What follows belongs to an exercise in optimizing a design on an open flow for small area, a short achievable clock period and few clock cycles; a production flow would make more cautious choices.
Only simulation tests tie the RTL to the original design; equivalence was not proved.
Power is estimated from default activity; no workload was simulated.

== alpha ==
## cas_core
module cas_core (
    input  wire       clk,
    input  wire       rst,        
    input  wire       run,        
    input  wire [7:0] in_dev,     
    input  wire       ld_en,      
    input  wire [7:0] ld_addr,
    input  wire [7:0] ld_data,
    output reg        retire,     
    output reg        halted,
    output wire [7:0] pc,
    output wire [7:0] r0,
    output wire [7:0] r1,
    output wire [7:0] r2,
    output wire [7:0] r3,
    output wire       carry
);
    reg [511:0] mb0, mb1, mb2, mb3;
    wire [7:0] wdata = rst ? 8'd0 : ld_data;
    genvar g;
    generate
        for (g = 0; g < 64; g = g + 1) begin : wr
            wire hit = ld_en & (ld_addr[7:2] == g);
            always @(posedge clk) begin
                if (rst | (hit & (ld_addr[1:0] == 2'd0))) mb0[8*g +: 8] <= wdata;
                if (rst | (hit & (ld_addr[1:0] == 2'd1))) mb1[8*g +: 8] <= wdata;
                if (rst | (hit & (ld_addr[1:0] == 2'd2))) mb2[8*g +: 8] <= wdata;
                if (rst | (hit & (ld_addr[1:0] == 2'd3))) mb3[8*g +: 8] <= wdata;
            end
        end
    endgenerate
    reg  [7:0] ra;
    wire [7:0] lo  = 8'd1 << ra[4:2];
    wire [7:0] hi  = 8'd1 << ra[7:5];
    wire [7:0] lo1 = {lo[6:0], lo[7]};                     
    wire [7:0] hi1 = (&ra[4:2]) ? {hi[6:0], hi[7]} : hi;
    wire inc0 = (ra[1:0] != 2'd0);
    wire inc1 = ra[1];
  ...
For scale: ~7800 cells after synthesis.
Settings: LEC_CHECK=0, ABC_AREA=1, CAP_MARGIN=20, CORE_MARGIN=2, CORE_UTILIZATION=40, PLACE_DENSITY=0.6, SETUP_SLACK_MARGIN=5, SLEW_MARGIN=20; clock period 10.0 ns.
run.sh (not shown) runs the stock make flow with config.mk's settings and CLKGATE_MAP_FILE= SYNTH_SCRIPT=/design/flow/synth_recipe.tcl, a recipe that flattens the netlist after the stock synthesis.
Testbench counts of alpha, summed over its fixed seeds: cycles 42,099.
Input-level comparison between beta and alpha:
Settings: SETUP_SLACK_MARGIN removed (was 5).
==> flow/flow/run.sh (new file) <==
#!/bin/bash
# Own layout flow: the standard flow, with two changes.
#  1. Synthesis runs the standard synthesis script (synth_recipe.tcl, via
#     standard.sh synth) with a copy of ORFS's scripts folder in which
#     abc_area.script is replaced by flow/abc_area.script, an area-oriented
#     ABC mapping (no buffering/upsizing inside ABC). Registers are mapped
#     before ABC runs, so they are the standard synthesis's registers.
#  2. The rest of the standard flow runs with a setup slack margin, so that
#     timing repair aims for a shorter period than the 10 ns clock.
# Each tool's output goes to a log file in the work folder.
set -euo pipefail
W="$(cd "$(dirname "${BASH_SOURCE[0]}")/.." && pwd)"
cd "$W"
MARGIN="$(cat "$W/flow/setup_margin")"
rm -rf "$W/scripts_abc"
cp -r "$FLOW_HOME/scripts" "$W/scripts_abc"
cp "$W/flow/abc_area.script" "$W/scripts_abc/abc_area.script"
SCRIPTS_DIR="$W/scripts_abc" bash standard.sh synth > "$W/synth.log" 2>&1
SETUP_SLACK_MARGIN="$MARGIN" bash standard.sh > "$W/layout.log" 2>&1
==> flow/flow/abc_area.script (new file) <==
strash; &get -n; &fraig -x; &put; scorr; dc2; strash; &get -n; &dch -f; &nf; &put
==> flow/flow/setup_margin (new file) <==
6
==> flow/standard.sh (new file) <==
#!/bin/bash
# synth_recipe.tcl (not shown) runs the flow's synth.tcl, then flattens the netlist and writes it again
# the make line also repeats each setting of config.mk as NAME=value (left out here)
make -C /OpenROAD-flow-scripts/flow DESIGN_CONFIG=/design/flow/config.mk WORK_HOME=/design/flow/orfs CLKGATE_MAP_FILE= SYNTH_SCRIPT=/design/flow/synth_recipe.tcl "${@:-finish}"
removed: flow/run.sh
[summary]
Multi-input gate count (beta vs. alpha) decreases by more than a quarter
Going from alpha to beta, number of placed instances, taps included shows a reduction of 2955, reported leakage power shows a reduction of about 14%, global routing usage summed across all routing layers shows a reduction of 0.41 points, routed wire length shows a reduction of 9.4%, final total power shows an increase of 1.5%.
Going from alpha to beta, fraction of area in clock buffers and inverters ~0 delta, met1 usage in global routing +1.3 points, final area went up.
Sort alpha and beta by critical path depth, descending, and beta comes first.
alpha ended up with ld_addr[6] as its launching element of the worst setup path; beta ended up with ra[2].

## afterwards: timing with drivers on the ports
The results above use ideal ports. As a check the final layouts listed here were re-extracted and re-timed, cells and wires unchanged.
Step 1 assumes that a clkbuf_16 drives the clock port and a buf_2 every other input.
Step 2 moves the port delays by t, midway between the first and last clock arrival at a register: inputs arrive t later, outputs are due t later. That takes back most of the time a late clock gives input paths.
Three values: no drivers, after step 1, after step 2; two values: the first two.
run	shift t [ns]	setup slack, ns	cell pins on the clock port's net
alpha	0.961	4.916 / 4.931 / 4.031	1
beta	0.962	5.463 / 5.463 / 4.832	1
After both steps setup and hold are still met in every run listed. For alpha, which loses most, drivers alone change the setup slack by +0.015 ns; drivers and shift together by -0.885 ns.
